From an optimization exercise on the open Yosys and OpenROAD flow, aimed at small area, a short achievable clock period and few clock cycles per item; shortcuts taken in it are not production practice. Where RTL was checked, it was by simulation tests only, not by an equivalence proof against the original. Power is estimated from default activity; no workload was simulated.

== branch delta ==
## crsf_parser
module crsf_parser (
    input  wire       clk,
    input  wire       rst,         
    input  wire       in_valid,
    output wire       in_ready,
    input  wire [7:0] in_data,
    input  wire       in_last,     
    output wire       out_valid,
    input  wire       out_ready,
    output wire [7:0] out_data,
    output wire       out_last,    
    output wire       st_valid,
    output wire [7:0] st_aux,      
    output wire [5:0] st_level     
);
For scale: about 710 flip-flops, about 39 I/O pins.
Settings: LEC_CHECK=0, ABC_CLOCK_PERIOD_IN_PS=2400, CAP_MARGIN=20, CORE_MARGIN=2, CORE_UTILIZATION=40, CTS_BUF_LIST=sky130_fd_sc_hd__clkbuf_4 sky130_fd_sc_hd__clkbuf_8, CTS_CLUSTER_SIZE=30, SETUP_SLACK_MARGIN=2.6, SLEW_MARGIN=20; clock period 5.0 ns.
run.sh (not shown) runs the stock make flow with config.mk's settings and CLKGATE_MAP_FILE= SYNTH_SCRIPT=/design/flow/synth_recipe.tcl, a recipe that flattens the netlist after the stock synthesis.
branch delta: PASS, flow complete, no timing, DRC or antenna violations
Input-level comparison between branch fjord and branch delta:
- putting ABC_AREA at 1 where nothing was set
==> run summary <==
The clock group share of total power in branch fjord sits 2.3 points below the value recorded for branch delta. Going from branch delta to branch fjord, height of the die grew slightly. Post-layout minimum cycle time on branch fjord is behind branch delta.
Function was not checked in any run of this note: the RTL went through the layout flow alone.

Another version of the RTL of crsf_parser (not shown whole).
For scale: ~1700 cells after synthesis, roughly 730 flip-flops, about 27000 sq um of cells after synthesis.
export LEC_CHECK = 0
export CAP_MARGIN = 20
export CORE_MARGIN = 2
export CORE_UTILIZATION = 42
export CTS_BUF_LIST = sky130_fd_sc_hd__clkbuf_16
export CTS_CLUSTER_DIAMETER = 300
export CTS_CLUSTER_SIZE = 26
export SETUP_SLACK_MARGIN = 2.85
export SLEW_MARGIN = 20
export TNS_END_PERCENT = 100
create_clock -name core_clock -period 5.0 [get_ports {clk}]
The first run finished clean.
Testbench counts at the start, summed over its fixed seeds: cycles 52,863, bytes 52,098.
Next try:
SETUP_SLACK_MARGIN = 2.8   (was 2.85)
The new run finished with timing, DRC and antenna clean.
Setup slack is better by 62 ps.
Final cell count is lower slightly.
Via count is lower slightly.
Area after synthesis is unchanged.
Global-route usage is lower by 0.13 points.
Core utilization is lower by 0.66 points.
Design area is lower slightly.
Hold slack is worse by 14 ps.
Synthesized cell count does not change.
Clock-buffer cell count stays the same.
Next try:
CORE_UTILIZATION = 45   (was 42)
Worst setup slack loses 70 ps.
Synthesized cell count stays the same.
Critical path depth falls by 7.
Sequential power stays flat.
Global-route usage grows by 1.3 points.
Wire length came out lower by 0.70%.
Register-to-register slack loses 20 ps.
Die area shrinks by 6.6%.
Cell count decreases by 2.6%.
Sequential share of layout area is about the same.
Utilization goes up by 3.2 points.
Next try:
CORE_UTILIZATION = 40   (was 45)
CTS_CLUSTER_SIZE = 24   (was 26)
Result: The changed run finished with timing, DRC and antenna clean; cell count goes up by 4.3%; power goes up by 3.5%; setup slack gets better by 11 ps; global-route usage goes down by 2.0 points; design area goes up by 1.7%; first-iteration DRC count goes up by 8.3%; routed wire length goes up by 1.0%; area after synthesis stays the same.

The RTL this note starts from:
==> flow/design.v <==
module crsf_parser (
    input  wire       clk,
    input  wire       rst,         
    input  wire       in_valid,
    output wire       in_ready,
    input  wire [7:0] in_data,
    input  wire       in_last,     
    output wire       out_valid,
    input  wire       out_ready,
    output wire [7:0] out_data,
    output wire       out_last,    
    output wire       st_valid,
    output wire [7:0] st_aux,      
    output wire [5:0] st_level     
);
    localparam QD = 4;             
    function automatic [7:0] crc8_step(input [7:0] c, input [7:0] b);
        integer i;
        reg [7:0] v;
        begin
            v = c ^ b;
            for (i = 0; i < 8; i = i + 1)
                v = v[7] ? ((v << 1) ^ 8'hD5) : (v << 1);
            crc8_step = v;
        end
    endfunction
    function automatic is_sync(input [7:0] b);
        is_sync = (b == 8'hC8) || (b == 8'hEA) || (b == 8'hEC) || (b == 8'hEE);
    endfunction
    function automatic [7:0] sync_byte(input [1:0] code);
        sync_byte = {2'b11, code != 2'd0, 2'b01, code, 1'b0};
    endfunction
    reg  [7:0] mem [0:63];
    reg        rdy;
    reg  [5:0] wptr;         
    reg  [5:0] cptr;         
    reg  [5:0] rptr;         
    reg  [5:0] lvl;          
    reg  [1:0] scode;        
    reg  [5:0] flen;         
    reg  [7:0] crc;          
    reg        ext;          
    reg        cmp;          
    reg        c_open;
    reg        c_seen;
    reg        c_drop;
    reg  [2:0] qn;
    reg  [1:0] q_aux [0:QD-1];     
    reg  [5:0] o_nf;         
    reg  [5:0] st_nf;        
    reg  [5:0] q_lvl [0:QD-1];
    reg  [5:0] q_mrk [0:QD-1];
    reg        st_q;
    integer    qi;
    localparam K_SYNC = 2'd0, K_LEN = 2'd1, K_BODY = 2'd2;
    reg  [1:0] i_ph;         
    reg  [5:0] i_rem;        
    reg  [7:0] g [0:3];      
    reg  [1:0] gsel;
    reg        gv;           
    reg  [1:0] gk;           
    reg        gl;           
    reg        ov, sv;
    reg  [7:0] od, sd;
    reg        ol, sl;
    wire       in_take = in_valid && rdy;
    wire       x_sync  = is_sync(in_data);
    wire       x_lenok = (in_data >= 8'd2) && (in_data <= 8'd62);
    wire       x_ok    = (in_data == crc) && !(ext && flen < 6'd4);
    wire       lvl0    = (lvl == 6'd0);
    wire       lvl1    = (lvl == 6'd1);
    reg  [5:0] wptr_n, cptr_n;
    reg  [5:0] lvl_n;
    reg        drop_n;       
    reg        good_n;       
    always @(*) begin
        wptr_n = wptr;
        cptr_n = cptr;
        lvl_n  = lvl;
        drop_n = 1'b0;
        good_n = 1'b0;
        if (lvl0) begin
            if (x_sync)
                lvl_n  = 6'd1;
            else
                drop_n = 1'b1;
        end else if (lvl1) begin
            if (x_lenok) begin
                wptr_n = wptr + 6'd1;
                lvl_n  = 6'd2;
            end else begin
                drop_n = 1'b1;
                if (!x_sync)
                    lvl_n = 6'd0;
            end
        end else begin
            wptr_n = wptr + 6'd1;
            lvl_n  = lvl + 6'd1;
            if (cmp) begin
                lvl_n = 6'd0;
                if (x_ok) begin
                    good_n = 1'b1;
                    cptr_n = wptr + 6'd1;
                end else begin
                    drop_n = 1'b1;
                    wptr_n = cptr;
                end
            end
        end
    end
    wire       seen_n  = c_open ? (c_seen | x_sync) : (!lvl0 | x_sync);
    wire       cdrop_n = (c_open && c_drop) | drop_n;
    wire       push    = in_take && in_last;
    reg        push_d;       
    wire       q_has  = (qn > {2'd0, st_q});
    wire [5:0] q_hmrk = st_q ? q_mrk[1] : q_mrk[0];
    wire       q_at   = q_has && (rptr == q_hmrk) && (i_ph == 2'd0);
    wire       q_has2 = (qn > {2'd0, st_q} + 3'd1);
    wire [5:0] q_hmrk2 = st_q ? q_mrk[2] : q_mrk[1];
    wire       q_at2  = q_has2 && (rptr == q_hmrk2);
    wire       take   = ov && out_ready;
    wire       st_set = q_at && !gv && !sv && (!ov || out_ready);
    wire       q_blk  = q_at && !(st_set && !q_at2);
    wire       avail  = (i_ph != 2'd0) || ((rptr != cptr) && !q_blk);
    wire       issue  = avail && ({1'b0, ov} + {1'b0, sv} + {1'b0, gv} - {1'b0, take} <= 2'd1);
    wire [7:0] rd     = g[gsel];
    wire [7:0] land   = (gk == K_SYNC) ? sync_byte(rd[7:6]) :
                        (gk == K_LEN)  ? {2'b00, rd[5:0]} : rd;
    wire [5:0] occ    = wptr - rptr;
    wire [2:0] q_cnt  = qn + {2'd0, push_d} - {2'd0, st_q};
    integer    gj, gk2;
    reg  [7:0] gt;
    wire [15:0] rsel = 16'd1 << rptr[3:0];
    assign in_ready  = rdy;
    assign out_valid = ov;
    assign out_data  = od;
    assign out_last  = ol;
    assign st_valid  = st_q;
    assign st_aux    = {q_aux[0], st_nf};
    assign st_level  = q_lvl[0];
    always @(posedge clk) begin
        if (rdy)
            mem[wptr] <= lvl1 ? {scode, in_data[5:0]} : in_data;
        for (gj = 0; gj < 4; gj = gj + 1) begin
            gt = 8'd0;
            for (gk2 = 0; gk2 < 16; gk2 = gk2 + 1)
                gt = gt | (mem[gj*16 + gk2] & {8{rsel[gk2]}});
            g[gj] <= gt;
        end
        gsel <= rptr[5:4];
        gk   <= i_ph;
        gl   <= (i_ph == K_BODY) && (i_rem == 6'd1);
        if (issue && i_ph == K_LEN)
            i_rem <= rd[5:0];
        else if (issue && i_ph == K_BODY)
            i_rem <= i_rem - 6'd1;
        if (take && sv) begin
            od <= sd;
            ol <= sl;
        end else if (!ov || take) begin
            od <= land;
            ol <= gl;
        end
        if (gv && ov && !(take && !sv)) begin
            sd <= land;
            sl <= gl;
        end
        if (in_take) begin
            if (lvl1) begin
                flen <= in_data[5:0];
                crc  <= 8'h00;
            end else
                crc  <= crc8_step(crc, in_data);
            if (lvl == 6'd2)
                ext <= (in_data >= 8'h28);
            if (lvl0 || x_sync)
                scode <= in_data[2:1];
        end
        for (qi = 0; qi < QD; qi = qi + 1) begin
            if (st_q && qi < QD - 1) begin
                q_aux[qi] <= q_aux[qi+1];
                q_lvl[qi] <= q_lvl[qi+1];
                q_mrk[qi] <= q_mrk[qi+1];
            end
            if (push_d && qi == qn - {2'd0, st_q}) begin
                q_aux[qi] <= {~c_seen, c_drop};
                q_lvl[qi] <= lvl;
                q_mrk[qi] <= cptr;
            end
        end
        if (rst) begin
            rdy    <= 1'b0;
            wptr   <= 6'd0;
            cptr   <= 6'd0;
            rptr   <= 6'd0;
            lvl    <= 6'd0;
            cmp    <= 1'b0;
            c_open <= 1'b0;
            push_d <= 1'b0;
            o_nf   <= 6'd0;
            qn     <= 3'd0;
            st_q   <= 1'b0;
            ov     <= 1'b0;
            sv     <= 1'b0;
            gv     <= 1'b0;
            i_ph   <= 2'd0;
        end else begin
            push_d <= push;
            rdy <= (in_take ? (occ <= 6'd61) : (occ <= 6'd62)) &&
                   (push ? (q_cnt < QD - 1) : (q_cnt < QD));
            if (in_take) begin
                wptr <= wptr_n;
                cptr <= cptr_n;
                lvl  <= lvl_n;
                cmp  <= !lvl1 && (lvl == flen);
                c_open <= !in_last;
                c_seen <= seen_n;
                c_drop <= cdrop_n;
            end
            qn   <= qn + {2'd0, push_d} - {2'd0, st_q};
            st_q <= st_set;
            gv <= issue;
            if (st_set) begin
                st_nf <= o_nf;
                o_nf  <= {5'd0, issue && i_ph == K_SYNC};
            end else if (issue && i_ph == K_SYNC && o_nf != 6'd63)
                o_nf <= o_nf + 6'd1;
            if (issue) begin
                if (i_ph != K_SYNC)
                    rptr <= rptr + 6'd1;
                i_ph <= (i_ph == K_SYNC) ? K_LEN :
                        (i_ph == K_LEN)  ? K_BODY :
                        (i_rem == 6'd1)  ? K_SYNC : K_BODY;
            end
            if (take && sv)
                sv <= gv;
            else if (!ov || take)
                ov <= gv;
            else if (gv)
                sv <= 1'b1;
        end
    end
endmodule
export LEC_CHECK = 0
export ABC_CLOCK_PERIOD_IN_PS = 2400
export CAP_MARGIN = 20
export CORE_MARGIN = 2
export CORE_UTILIZATION = 40
export CTS_BUF_LIST = sky130_fd_sc_hd__clkbuf_8 sky130_fd_sc_hd__clkbuf_16
export CTS_CLUSTER_DIAMETER = 300
export CTS_CLUSTER_SIZE = 28
export SETUP_SLACK_MARGIN = 2.6
export SLEW_MARGIN = 20
create_clock -name core_clock -period 5.0 [get_ports {clk}]
Testbench counts at the start, summed over its fixed seeds: cycles 52,883, bytes 52,098.
Edit:
- CORE_UTILIZATION: 40 -> 65
=> Die area decreases by about 40%; combinational power hardly moves; hold slack improves by 0.0087 ns; final cell count decreases by 12%; design area decreases by 1.3%; global-route usage increases by 10 points; sequential share of layout area increases by 0.85 points; via count decreases by about 0.32%.

## north
RTL: the design.v shown in full above, as it stands there.
make LEC_CHECK=0 ABC_CLOCK_PERIOD_IN_PS=2200 CAP_MARGIN=20 CORE_MARGIN=2 CORE_UTILIZATION=40 CTS_BUF_LIST='sky130_fd_sc_hd__clkbuf_8 sky130_fd_sc_hd__clkbuf_16' CTS_CLUSTER_DIAMETER=300 CTS_CLUSTER_SIZE=28 SETUP_SLACK_MARGIN=2.8 SLEW_MARGIN=20 TNS_END_PERCENT=100 finish   # period 5.0 ns
north reached the final stage; the timing, design-rule and antenna checks on its layout passed.
Testbench counts of north, summed over its fixed seeds: cycles 52,883, bytes 52,098.
The inputs of south differ from those of north as listed below.
# north
export LEC_CHECK = 0
export ABC_CLOCK_PERIOD_IN_PS = 2200
export CAP_MARGIN = 20
export CORE_MARGIN = 2
export CORE_UTILIZATION = 40
export CTS_BUF_LIST = sky130_fd_sc_hd__clkbuf_8 sky130_fd_sc_hd__clkbuf_16
export CTS_CLUSTER_DIAMETER = 300
export CTS_CLUSTER_SIZE = 28
export SETUP_SLACK_MARGIN = 2.8
export SLEW_MARGIN = 20
export TNS_END_PERCENT = 100
create_clock -name core_clock -period 5.0 [get_ports {clk}]
# south
export LEC_CHECK = 0
export ABC_CLOCK_PERIOD_IN_PS = 2400
export CAP_MARGIN = 20
export CORE_MARGIN = 2
export CORE_UTILIZATION = 40
export CTS_BUF_LIST = sky130_fd_sc_hd__clkbuf_8 sky130_fd_sc_hd__clkbuf_16
export CTS_CLUSTER_DIAMETER = 300
export CTS_CLUSTER_SIZE = 28
export SETUP_SLACK_MARGIN = 2.6
export SLEW_MARGIN = 20
export TNS_END_PERCENT = 100
create_clock -name core_clock -period 5.0 [get_ports {clk}]
Findings:
Re die outline height: no difference whatsoever between south and north.
south — post-route minimum period 0.15 ns higher, north as reference
Final clock period utilization by the worst path: south > north
Total global routing track utilization in south vs north: down 0.46 points
From north to south the numbers moved as follows: utilization fell 1.8 points; number of DRC markers after the initial detailed-route iteration fell about 5%; via count fell about 2.4%; global-route met3 utilization about even.
Register-to-register setup slack: south < north
Here is what was changed in the inputs of east compared with south.
# south
export LEC_CHECK = 0
export ABC_CLOCK_PERIOD_IN_PS = 2400
export CAP_MARGIN = 20
export CORE_MARGIN = 2
export CORE_UTILIZATION = 40
export CTS_BUF_LIST = sky130_fd_sc_hd__clkbuf_8 sky130_fd_sc_hd__clkbuf_16
export CTS_CLUSTER_DIAMETER = 300
export CTS_CLUSTER_SIZE = 28
export SETUP_SLACK_MARGIN = 2.6
export SLEW_MARGIN = 20
export TNS_END_PERCENT = 100
create_clock -name core_clock -period 5.0 [get_ports {clk}]
# east
export LEC_CHECK = 0
export ABC_AREA = 1
export ABC_CLOCK_PERIOD_IN_PS = 2400
export CAP_MARGIN = 20
export CORE_MARGIN = 2
export CORE_UTILIZATION = 40
export CTS_BUF_LIST = sky130_fd_sc_hd__clkbuf_8 sky130_fd_sc_hd__clkbuf_16
export CTS_CLUSTER_DIAMETER = 300
export CTS_CLUSTER_SIZE = 28
export SETUP_SLACK_MARGIN = 2.6
export SLEW_MARGIN = 20
create_clock -name core_clock -period 5.0 [get_ports {clk}]
south → east: maximum resistive drop on vdd has decreased, effective utilization at floorplan has decreased, headroom to the max-slew limit has decreased, final net count has increased.

crsf_parser, a different RTL version from the one above (not shown whole).
For scale: roughly 1700 cells after synthesis, about 720 flip-flops, about 27000 um2 of cells after synthesis.
export LEC_CHECK = 0
export ABC_CLOCK_PERIOD_IN_PS = 2200
export CAP_MARGIN = 20
export CORE_MARGIN = 2
export CORE_UTILIZATION = 40
export CTS_BUF_LIST = sky130_fd_sc_hd__clkbuf_8 sky130_fd_sc_hd__clkbuf_16
export CTS_CLUSTER_DIAMETER = 300
export CTS_CLUSTER_SIZE = 28
export SETUP_SLACK_MARGIN = 2.75
export SLEW_MARGIN = 20
export TNS_END_PERCENT = 100
create_clock -name core_clock -period 5.0 [get_ports {clk}]
The first run completed without violations.
Next try:
SETUP_SLACK_MARGIN = 2.8   (was 2.75)
Effect:
- The new run passed the timing, design-rule and antenna checks
- die area is unchanged
- wire length barely changes
- critical path depth increases by 1
- worst setup slack gains 0.076 ns
- clock skew increases by 0.0063 ns
- count of clock-buffer cells in the layout does not change
- register-to-register slack gains 0.08 ns
Function was not checked in any run of this note: the RTL went through the layout flow alone.

run A:
Another version of the RTL of crsf_parser (not shown whole).
For scale: ~1800 cells after synthesis, about 39 I/O pins.
Settings: LEC_CHECK=0, CAP_MARGIN=20, CORE_MARGIN=2, CORE_UTILIZATION=45, CTS_BUF_LIST=sky130_fd_sc_hd__clkbuf_16, CTS_CLUSTER_DIAMETER=300, CTS_CLUSTER_SIZE=26, SETUP_SLACK_MARGIN=2.86, SLEW_MARGIN=20, TNS_END_PERCENT=100; clock period 5.0 ns.
Per the final summary, run A finished and its layout is clean on timing, DRC and antenna.
Testbench counts of run A, summed over its fixed seeds: cycles 52,887, bytes 52,098.
Input-level comparison between run B and run A:
# run A
export LEC_CHECK = 0
export CAP_MARGIN = 20
export CORE_MARGIN = 2
export CORE_UTILIZATION = 45
export CTS_BUF_LIST = sky130_fd_sc_hd__clkbuf_16
export CTS_CLUSTER_DIAMETER = 300
export CTS_CLUSTER_SIZE = 26
export SETUP_SLACK_MARGIN = 2.86
export SLEW_MARGIN = 20
export TNS_END_PERCENT = 100
create_clock -name core_clock -period 5.0 [get_ports {clk}]
# run B
export LEC_CHECK = 0
export ABC_CLOCK_PERIOD_IN_PS = 2200
export CAP_MARGIN = 20
export CORE_MARGIN = 2
export CORE_UTILIZATION = 50
export CTS_BUF_LIST = sky130_fd_sc_hd__clkbuf_8 sky130_fd_sc_hd__clkbuf_16
export CTS_CLUSTER_DIAMETER = 300
export CTS_CLUSTER_SIZE = 28
export SETUP_SLACK_MARGIN = 2.8
export SLEW_MARGIN = 20
export TNS_END_PERCENT = 100
create_clock -name core_clock -period 5.0 [get_ports {clk}]
Notes after the runs:
- [compare] base=run A new=run B: measured slew at the worst slew-check pin up 150 ps, proportion of power drawn by flip-flops and latches +1.2 points, setup slack about even, overall fraction of global-route tracks in use rose by 2.4 points, area of the multi-input gates now larger.
- Comparing run A with run B, the switching fraction of total power came out essentially unchanged.
- Final instance area: run A and run B compared, lower one is run B
Setup changes, run B to run C
# run B
export LEC_CHECK = 0
export ABC_CLOCK_PERIOD_IN_PS = 2200
export CAP_MARGIN = 20
export CORE_MARGIN = 2
export CORE_UTILIZATION = 50
export CTS_BUF_LIST = sky130_fd_sc_hd__clkbuf_8 sky130_fd_sc_hd__clkbuf_16
export CTS_CLUSTER_DIAMETER = 300
export CTS_CLUSTER_SIZE = 28
export SETUP_SLACK_MARGIN = 2.8
export SLEW_MARGIN = 20
export TNS_END_PERCENT = 100
create_clock -name core_clock -period 5.0 [get_ports {clk}]
# run C
export LEC_CHECK = 0
export ABC_CLOCK_PERIOD_IN_PS = 2200
export CAP_MARGIN = 20
export CORE_MARGIN = 2
export CORE_UTILIZATION = 40
export CTS_BUF_LIST = sky130_fd_sc_hd__clkbuf_8 sky130_fd_sc_hd__clkbuf_16
export CTS_CLUSTER_DIAMETER = 300
export CTS_CLUSTER_SIZE = 28
export SETUP_SLACK_MARGIN = 2.8
export SLEW_MARGIN = 20
export TNS_END_PERCENT = 100
create_clock -name core_clock -period 5.0 [get_ports {clk}]
--- outcome ---
Min core utilization across run C and run B: run C
Run B → run C: share of the clock period used by the worst path after layout closely matched the old numbers, total design power -0.74%, worst slew slack as a fraction of its limit now sits higher, depth of the worst register-to-register path moved down, combinational power saw a decrease.
Inputs modified between run C and run D:
# run C
export LEC_CHECK = 0
export ABC_CLOCK_PERIOD_IN_PS = 2200
export CAP_MARGIN = 20
export CORE_MARGIN = 2
export CORE_UTILIZATION = 40
export CTS_BUF_LIST = sky130_fd_sc_hd__clkbuf_8 sky130_fd_sc_hd__clkbuf_16
export CTS_CLUSTER_DIAMETER = 300
export CTS_CLUSTER_SIZE = 28
export SETUP_SLACK_MARGIN = 2.8
export SLEW_MARGIN = 20
export TNS_END_PERCENT = 100
create_clock -name core_clock -period 5.0 [get_ports {clk}]
# run D
export LEC_CHECK = 0
export CAP_MARGIN = 20
export CORE_MARGIN = 2
export CORE_UTILIZATION = 40
export CTS_BUF_LIST = sky130_fd_sc_hd__clkbuf_8 sky130_fd_sc_hd__clkbuf_16
export CTS_CLUSTER_DIAMETER = 250
export CTS_CLUSTER_SIZE = 24
export SETUP_SLACK_MARGIN = 2.8
export SLEW_MARGIN = 20
export TNS_END_PERCENT = 100
create_clock -name core_clock -period 5.0 [get_ports {clk}]
Results
Run D and run C ended up with roughly the same part of the power in combinational logic.
Clock network power share: run D > run C
Post-CTS resize count, run D vs run C: down by a little under 10%
After synthesis and placement, the instance count of run D is above that of run C.
The higher largest voltage drop on the vdd net came out of run C.
Comparing run C and run D, worst-path maximum fanout is lower on run C.
Run D against run C; final instance area is up slightly.
Post-CTS setup-driven buffer insertion count, run C and run D, lower one = run D.
Changes observed in run D relative to run C: worst setup slack shows an increase of 6.7 ps; area share of xor/xnor cells in the synthesized design shows no meaningful change; worst hold slack shows an increase of 9.5 ps.
Setup changes, run D to run E
# run D
export LEC_CHECK = 0
export CAP_MARGIN = 20
export CORE_MARGIN = 2
export CORE_UTILIZATION = 40
export CTS_BUF_LIST = sky130_fd_sc_hd__clkbuf_8 sky130_fd_sc_hd__clkbuf_16
export CTS_CLUSTER_DIAMETER = 250
export CTS_CLUSTER_SIZE = 24
export SETUP_SLACK_MARGIN = 2.8
export SLEW_MARGIN = 20
export TNS_END_PERCENT = 100
create_clock -name core_clock -period 5.0 [get_ports {clk}]
# run E
export LEC_CHECK = 0
export CAP_MARGIN = 20
export CORE_MARGIN = 2
export CORE_UTILIZATION = 45
export CTS_BUF_LIST = sky130_fd_sc_hd__clkbuf_16
export CTS_CLUSTER_DIAMETER = 300
export CTS_CLUSTER_SIZE = 26
export SETUP_SLACK_MARGIN = 2.8
export SLEW_MARGIN = 20
export TNS_END_PERCENT = 100
create_clock -name core_clock -period 5.0 [get_ports {clk}]
Run E was carried through to the last stage, and its layout satisfied the timing, design-rule and antenna checks.
Run D | stages: all done | timing, DRC, antenna: all pass
[compare] base=run D new=run E: number of placed instances, taps included lost 3.8%; final hold slack has increased.
Run E reports its critical path startpoint as rdy while run D reports st_q.
Going from run D to run E, maximum number of pins on one net before global-route repair went up, period utilization down 0.42 points, worst max-slew margin expressed relative to the limit has decreased, fmax climbed about 0.9%.
Against run D, count of standard-cell rows in run E fell by a few percent.

[afterwards: timing with drivers on the ports]
How much do the figures lean on ideal ports? The routed layouts below were timed once more, with nothing changed but the port constraints.
Step 1 sets driving cells, clkbuf_16 on the clock port and buf_2 on the other inputs (assumed; they add their load-dependent delay and slew).
Step 2 moves the port delays by t, midway between the first and last clock arrival at a register: inputs arrive t later, outputs are due t later. That takes back most of the time a late clock gives input paths.
a / b / c = ideal ports / drivers / drivers and shift; a / b = the first two.
run	shift t [ns]	slack for setup (ns)	hold WS [ns]	worst register clock-pin slew, ns
branch delta	0.760	2.591 / 2.591 / 1.889	0.444 / 0.444 / 0.444	0.07 / 0.07
branch fjord	0.779	2.464 / 2.491 / 1.712	0.393 / 0.393 / 0.393	0.07 / 0.07
the first run of note 2	0.683	2.764 / 2.707 / 2.136	0.448 / 0.448 / 0.448	0.11 / 0.11
the second run of note 2	0.679	2.826 / 2.777 / 2.174	0.434 / 0.434 / 0.434	0.11 / 0.11
the third run of note 2	0.694	2.757 / 2.694 / 2.143	0.443 / 0.443 / 0.443	0.11 / 0.11
the fourth run of note 2	0.641	2.768 / 2.712 / 2.168	0.451 / 0.451 / 0.451	0.10 / 0.10
the first run of note 3	0.678	2.546 / 2.546 / 1.918	0.446 / 0.446 / 0.446	0.12 / 0.12
the second run of note 3	0.657	2.459 / 2.459 / 1.912	0.455 / 0.455 / 0.455	0.11 / 0.11
north	0.694	2.699 / 2.650 / 2.018	0.450 / 0.450 / 0.450	0.12 / 0.12
south	0.678	2.546 / 2.546 / 1.918	0.446 / 0.446 / 0.446	0.12 / 0.12
east	0.671	2.541 / 2.541 / 2.107	0.451 / 0.451 / 0.451	0.11 / 0.11
the first run of note 5	0.690	2.602 / 2.602 / 2.003	0.445 / 0.445 / 0.445	0.12 / 0.12
the second run of note 5	0.694	2.678 / 2.670 / 2.024	0.449 / 0.449 / 0.449	0.12 / 0.12
run A	0.635	2.782 / 2.704 / 2.068	0.457 / 0.457 / 0.457	0.11 / 0.11
run B	0.673	2.783 / 2.740 / 2.067	0.459 / 0.459 / 0.459	0.12 / 0.12
run C	0.690	2.783 / 2.699 / 2.009	0.447 / 0.447 / 0.447	0.11 / 0.11
run D	0.651	2.789 / 2.681 / 2.030	0.457 / 0.457 / 0.457	0.10 / 0.10
run E	0.639	2.810 / 2.738 / 2.099	0.461 / 0.461 / 0.461	0.11 / 0.11
After both steps every run listed still meets setup and hold. For run C, which loses most, drivers alone change the setup slack by -0.084 ns; drivers and shift together by -0.774 ns.
